Source: an optimization exercise on an open RTL-to-GDS flow (aim: small area). Production flows keep margins and buffers that such runs may drop. The RTL was checked by simulation tests, not by an equivalence proof against the original design. The flow treats the clock pin as an ideal source. Dropping or thinning the clock tree relies on that and would not hold on a real chip. No activity file was given, so power comes from the tool's default toggle rates.

wip/umber:
## gnx_link
module gnx_link (
    input  wire       clk,
    input  wire       rst,
    input  wire       tx_in_valid,
    output wire       tx_in_ready,
    input  wire [7:0] tx_in_data,
    input  wire       tx_in_last,
    output wire       tx_out_valid,
    input  wire       tx_out_ready,
    output wire [7:0] tx_out_data,
    output wire       tx_out_last,
    input  wire       rx_in_valid,
    output wire       rx_in_ready,
    input  wire [7:0] rx_in_data,
    input  wire       rx_in_last,
    output wire       rx_out_valid,
    input  wire       rx_out_ready,
    output wire [7:0] rx_out_data,
    output wire       rx_out_last,
    output wire [2:0] rx_out_status
);
    gnx_tx u_tx (
        .clk(clk), .rst(rst),
        .in_valid(tx_in_valid), .in_ready(tx_in_ready), .in_data(tx_in_data), .in_last(tx_in_last),
        .out_valid(tx_out_valid), .out_ready(tx_out_ready), .out_data(tx_out_data),
        .out_last(tx_out_last)
    );
    gnx_rx u_rx (
        .clk(clk), .rst(rst),
        .in_valid(rx_in_valid), .in_ready(rx_in_ready), .in_data(rx_in_data), .in_last(rx_in_last),
        .out_valid(rx_out_valid), .out_ready(rx_out_ready), .out_data(rx_out_data),
        .out_last(rx_out_last), .out_status(rx_out_status)
    );
endmodule
==> module gnx_tx, before the edit <==
module gnx_tx (
    input  wire       clk,
    input  wire       rst,
    input  wire       in_valid,
    output wire       in_ready,
    input  wire [7:0] in_data,
    input  wire       in_last,
    output wire       out_valid,
    input  wire       out_ready,
    output reg  [7:0] out_data,
    output wire       out_last
);
    localparam T_CH    = 3'd0;
    localparam T_CMD   = 3'd1;
    localparam T_COL   = 3'd2;    
    localparam T_ALIGN = 3'd3;    
    localparam T_PRE   = 3'd4;    
    localparam T_HDR   = 3'd5;
    localparam T_DATA  = 3'd6;
    localparam T_TAIL  = 3'd7;    
    reg [2:0] state;
    reg [2:0] c;          
    reg [2:0] n;          
    reg [6:0] cks;        
    reg [7:0] b0, b1, b2, b3, b4, b5;
    wire full = (n == 3'd7);
    wire drop = (n == 3'd6);
    assign out_valid = (state == T_PRE) || (state == T_DATA) || (state == T_TAIL) ||
                       (state == T_HDR && (!full || in_valid));
    assign out_last  = (state == T_TAIL) && !c[0];
    wire cmd_bad = b5[7] || in_data[7];
    assign in_ready = (state == T_CH) || (state == T_COL) || (state == T_CMD) ||
                      (state == T_DATA && full && out_ready);
    wire take = in_valid && in_ready;
    wire xfer = out_valid && out_ready;
    always @(*) begin
        case (state)
            T_PRE: case (c)
                3'd0:    out_data = 8'hF0;
                3'd1:    out_data = 8'h00;
                3'd2:    out_data = 8'h00;
                3'd3:    out_data = 8'h10;
                3'd5:    out_data = 8'h56;
                default: out_data = {1'b0, b0[6:0]};
            endcase
            T_HDR:   out_data = {1'b0, b0[7], b1[7], b2[7], b3[7], b4[7], b5[7], full & in_data[7]};
            T_TAIL:  out_data = c[0] ? {1'b0, cks} : 8'hF7;
            default: out_data = {1'b0, b0[6:0]};
        endcase
    end
    wire shift = (take && !drop && !(state == T_CMD && cmd_bad)) ||
                 (state == T_ALIGN && c != 3'd6) ||
                 (xfer && state == T_PRE && c != 3'd5) ||
                 (xfer && state == T_DATA);
    always @(posedge clk) begin
        if (shift) begin
            b0 <= b1;
            b1 <= b2;
            b2 <= b3;
            b3 <= b4;
            b4 <= b5;
            b5 <= {in_data[7] & take, in_data[6:0]};
        end
    end
    always @(posedge clk) begin
        if (rst) begin
            state     <= T_CH;
            c         <= 3'd0;
            n         <= 3'd0;
            cks       <= 7'd0;
        end else begin
            if (xfer && !(state == T_PRE && c == 3'd0) && !(state == T_TAIL && !c[0]))
                cks <= cks ^ out_data[6:0];
            case (state)
                T_CH: if (take) begin
                    c <= 3'd1;
                    if (!in_last)
                        state <= T_CMD;
                    else
                        c <= 3'd0;
                end
                T_CMD: if (take) begin
                    c         <= 3'd0;
                    n         <= {2'b00, in_last};
                    if (cmd_bad) begin
                        if (in_last) begin
                            state <= T_CH;
                            c     <= 3'd0;
                        end else begin
                            n     <= 3'd6;
                            state <= T_COL;
                        end
                    end else begin
                        state <= T_PRE;
                    end
                end
                T_ALIGN: begin
                    if (c != 3'd6)
                        c <= c + 3'd1;
                    else begin
                        c     <= {2'b00, !full};    
                        state <= T_HDR;
                    end
                end
                T_PRE: if (xfer) begin
                    if (c == 3'd6) begin
                        c     <= {2'b00, n[0]};
                        state <= n[0] ? T_TAIL : T_COL;
                    end else
                        c <= c + 3'd1;
                end
                T_COL: if (take) begin
                    if (drop) begin
                        if (in_last) begin
                            n     <= 3'd0;
                            state <= T_CH;
                        end
                    end else begin
                        c         <= c + 3'd1;
                        n         <= (n == 3'd5 && !in_last) ? 3'd7 : n + 3'd1;
                        if (in_last || n == 3'd5)
                            state <= T_ALIGN;
                    end
                end
                T_HDR: if (xfer)
                    state <= T_DATA;
                T_DATA: if (xfer) begin
                    n <= n - 3'd1;
                    if (full)
                        c <= {2'b00, in_last};
                    if (n == 3'd1) begin
                        state <= c[0] ? T_TAIL : T_COL;
                        if (!c[0])
                            c <= 3'd0;
                    end
                end
                T_TAIL: if (xfer) begin
                    if (!c[0])
                        state <= T_CH;
                    c <= 3'd0;
                end
                default: state <= T_CH;
            endcase
        end
    end
endmodule
Settings: LEC_CHECK=0, CAP_MARGIN=20, CORE_MARGIN=2, CORE_UTILIZATION=40, SLEW_MARGIN=20; clock period 5.0 ns.
standard.sh (not shown) runs the stock make flow with config.mk's settings and CLKGATE_MAP_FILE= SYNTH_SCRIPT=/design/flow/synth_recipe.tcl, a recipe that flattens the netlist after the stock synthesis.
==> flow/flow/run.sh <==
#!/bin/bash
# The standard layout with three changes:
#  - after the standard synthesis, the combinational logic is mapped again with an area-oriented
#    ABC script (a timed &deepsyn search, then amap, best of twelve runs; flip-flops, their names and cell types are kept exactly as synthesis made them);
#  - the port buffers are the smallest buffer cell;
#  - the clock tree is four buf_12, each driving the clocks of a quarter of the flip-flops
#    (flow/clock_buffer.tcl runs before CTS and takes the place of clock_tree_synthesis).
set -euo pipefail
export BUFFER_PORTS_ARGS="-buffer_cell sky130_fd_sc_hd__buf_1"
R=orfs/results/sky130hd/gnx_link/base
LIB=$FLOW_HOME/platforms/sky130hd/lib/sky130_fd_sc_hd__tt_025C_1v80.lib

bash standard.sh synth > synth.log 2>&1
cp $R/1_2_yosys.v $R/1_2_yosys_std.v

# twelve runs of the search (four seeds; two choice computations; 30 s and 60 s searches), four
# at a time; the smallest result is kept
remap() {
  local S=$1
  if [ $S -le 4 ] || [ $S -ge 9 ]; then dch='dch -f'; else dch='dch'; fi
  if [ $S -ge 9 ]; then t=60; else t=30; fi
  printf 'strash\n&get -n\n&deepsyn -T %d -S %d\n&put\n%s\namap\n' $t $(( (S - 1) % 4 + 1 )) "$dch" > area_$S.abc
  yosys -p "read_liberty -ignore_miss_func $LIB; read_verilog $R/1_2_yosys_std.v; hierarchy -top $FLOW_TOP;
    setattr -mod -set keep_hierarchy 1 sky130_fd_sc_hd__*df* sky130_fd_sc_hd__conb_*; flatten; opt_clean;
    abc -script area_$S.abc -liberty $LIB -dont_use *lpflow* -dont_use *probe*; opt_clean -purge;
    hilomap -singleton -hicell sky130_fd_sc_hd__conb_1 HI -locell sky130_fd_sc_hd__conb_1 LO;
    insbuf -buf sky130_fd_sc_hd__buf_1 A X; splitnets; opt_clean -purge; tee -o remap_$S.stat stat -liberty $LIB;
    select $FLOW_TOP; write_verilog -noattr -nohex -nodec -selected $R/1_2_yosys_remap_$S.v" > remap_$S.log 2>&1
}
for S in 1 2 3 4; do remap $S & done
wait
for S in 5 6 7 8; do remap $S & done
wait
for S in 9 10 11 12; do remap $S & done
wait
best=$(for S in 1 2 3 4 5 6 7 8 9 10 11 12; do echo "$(grep 'Chip area for top module' remap_$S.stat | awk '{print $NF}') $S"; done | sort -g | head -1 | awk '{print $2}')
echo "remap: seed $best kept" | tee remap.log
cp $R/1_2_yosys_remap_$best.v $R/1_2_yosys_remap.v
cp $R/1_2_yosys_remap.v $R/1_2_yosys.v
rm -f $R/1_synth.odb $R/1_synth.sdc

export PRE_CTS_TCL=$PWD/flow/clock_buffer.tcl
bash standard.sh > standard.log 2>&1
Other scripts of this flow, unchanged in this note and not shown: flow/flow/clock_buffer.tcl
wip/umber has completed all stages; timing, DRC and antenna checks passed.
## Diff of input files: wip/violet against wip/umber
--- a/flow/design.v
+++ b/flow/design.v
@@ -9,11 +9,11 @@
     input  wire       out_ready,
     output reg  [7:0] out_data,
     output wire       out_last
 );
     localparam T_CH    = 3'd0;
-    localparam T_CMD   = 3'd1;
+    localparam T_CMD   = 3'd1;    
     localparam T_COL   = 3'd2;    
     localparam T_ALIGN = 3'd3;    
     localparam T_PRE   = 3'd4;    
     localparam T_HDR   = 3'd5;
     localparam T_DATA  = 3'd6;
@@ -22,11 +22,10 @@
     reg [2:0] c;          
     reg [2:0] n;          
     reg [6:0] cks;        
     reg [7:0] b0, b1, b2, b3, b4, b5;
     wire full = (n == 3'd7);
-    wire drop = (n == 3'd6);
     assign out_valid = (state == T_PRE) || (state == T_DATA) || (state == T_TAIL) ||
                        (state == T_HDR && (!full || in_valid));
     assign out_last  = (state == T_TAIL) && !c[0];
     wire cmd_bad = b5[7] || in_data[7];
     assign in_ready = (state == T_CH) || (state == T_COL) || (state == T_CMD) ||
@@ -46,11 +45,11 @@
             T_HDR:   out_data = {1'b0, b0[7], b1[7], b2[7], b3[7], b4[7], b5[7], full & in_data[7]};
             T_TAIL:  out_data = c[0] ? {1'b0, cks} : 8'hF7;
             default: out_data = {1'b0, b0[6:0]};
         endcase
     end
-    wire shift = (take && !drop && !(state == T_CMD && cmd_bad)) ||
+    wire shift = (take && !(state == T_CMD && b5[7])) ||
                  (state == T_ALIGN && c != 3'd6) ||
                  (xfer && state == T_PRE && c != 3'd5) ||
                  (xfer && state == T_DATA);
     always @(posedge clk) begin
         if (shift) begin
@@ -70,31 +69,19 @@
             cks       <= 7'd0;
         end else begin
             if (xfer && !(state == T_PRE && c == 3'd0) && !(state == T_TAIL && !c[0]))
                 cks <= cks ^ out_data[6:0];
             case (state)
-                T_CH: if (take) begin
-                    c <= 3'd1;
-                    if (!in_last)
-                        state <= T_CMD;
-                    else
-                        c <= 3'd0;
-                end
+                T_CH: if (take && !in_last)
+                    state <= T_CMD;
                 T_CMD: if (take) begin
                     c         <= 3'd0;
                     n         <= {2'b00, in_last};
-                    if (cmd_bad) begin
-                        if (in_last) begin
-                            state <= T_CH;
-                            c     <= 3'd0;
-                        end else begin
-                            n     <= 3'd6;
-                            state <= T_COL;
-                        end
-                    end else begin
+                    if (!cmd_bad)
                         state <= T_PRE;
-                    end
+                    else if (in_last)
+                        state <= T_CH;
                 end
                 T_ALIGN: begin
                     if (c != 3'd6)
                         c <= c + 3'd1;
                     else begin
@@ -108,21 +95,14 @@
                         state <= n[0] ? T_TAIL : T_COL;
                     end else
                         c <= c + 3'd1;
                 end
                 T_COL: if (take) begin
-                    if (drop) begin
-                        if (in_last) begin
-                            n     <= 3'd0;
-                            state <= T_CH;
-                        end
-                    end else begin
-                        c         <= c + 3'd1;
-                        n         <= (n == 3'd5 && !in_last) ? 3'd7 : n + 3'd1;
-                        if (in_last || n == 3'd5)
-                            state <= T_ALIGN;
-                    end
+                    c <= c + 3'd1;
+                    n <= (n == 3'd5 && !in_last) ? 3'd7 : n + 3'd1;
+                    if (in_last || n == 3'd5)
+                        state <= T_ALIGN;
                 end
                 T_HDR: if (xfer)
                     state <= T_DATA;
                 T_DATA: if (xfer) begin
                     n <= n - 3'd1;
Results
wip/umber closes out successfully: all stages finished, all timing, DRC and antenna checks passed.
wip/violet finished all stages; the layout is clean.
Cell-internal power: wip/violet > wip/umber
Die area (higher): wip/umber
When wip/violet is measured against wip/umber, its combinational share of power turns out 15 points higher.
Number of nets in the synthesized netlist went down slightly going from wip/umber to wip/violet.
Relative to wip/umber, wire length of the first global-routing pass has decreased by 7.8% in wip/violet.
Relative to wip/umber, synthesized cell count has decreased by 7 in wip/violet.
Diff wip/umber -> wip/violet: netlist area before placement lower, clock power roughly the same, area growth from synthesis to layout higher.
Of the two values seen for library cell contributing the largest single delay on the critical path, dfxtp_1 was produced by wip/umber and or3_1 by wip/violet.
No run of this note takes its clock network from TritonCTS; it comes from the design's own scripts or RTL.

## separate check: timing with driven ports
In the flow no input, the clock included, has a driving cell. The finished layouts below were timed again as built, in two steps. Step 1 (the two cells are an assumption about what drives the block):
set clk [get_ports {clk}]
set_driving_cell -lib_cell sky130_fd_sc_hd__clkbuf_16 $clk
set_driving_cell -lib_cell sky130_fd_sc_hd__buf_2 [delete_from_list [all_inputs] $clk]
Step 2 times the ports against the registers' clock, not the clock port: input delays grow and output delays shrink by t, the midpoint of the rising clock arrivals with the driver on. Slacks: ideal ports / drivers / drivers and shift; pairs: ideal ports / drivers.
| run | t, ns | setup WS [ns] | worst register clock-pin slew, ns | cell pins on the clock port's net |
|---|---|---|---|---|
| wip/umber | 0.214 | 1.175 / 1.089 / 1.303 | 0.10 / 0.10 | 4 |
| wip/violet | 0.211 | 1.616 / 1.594 / 1.528 | 0.10 / 0.10 | 4 |
After both steps every run listed still meets setup and hold. For wip/violet, which loses most, drivers alone change the setup slack by -0.022 ns; drivers and shift together by -0.088 ns.
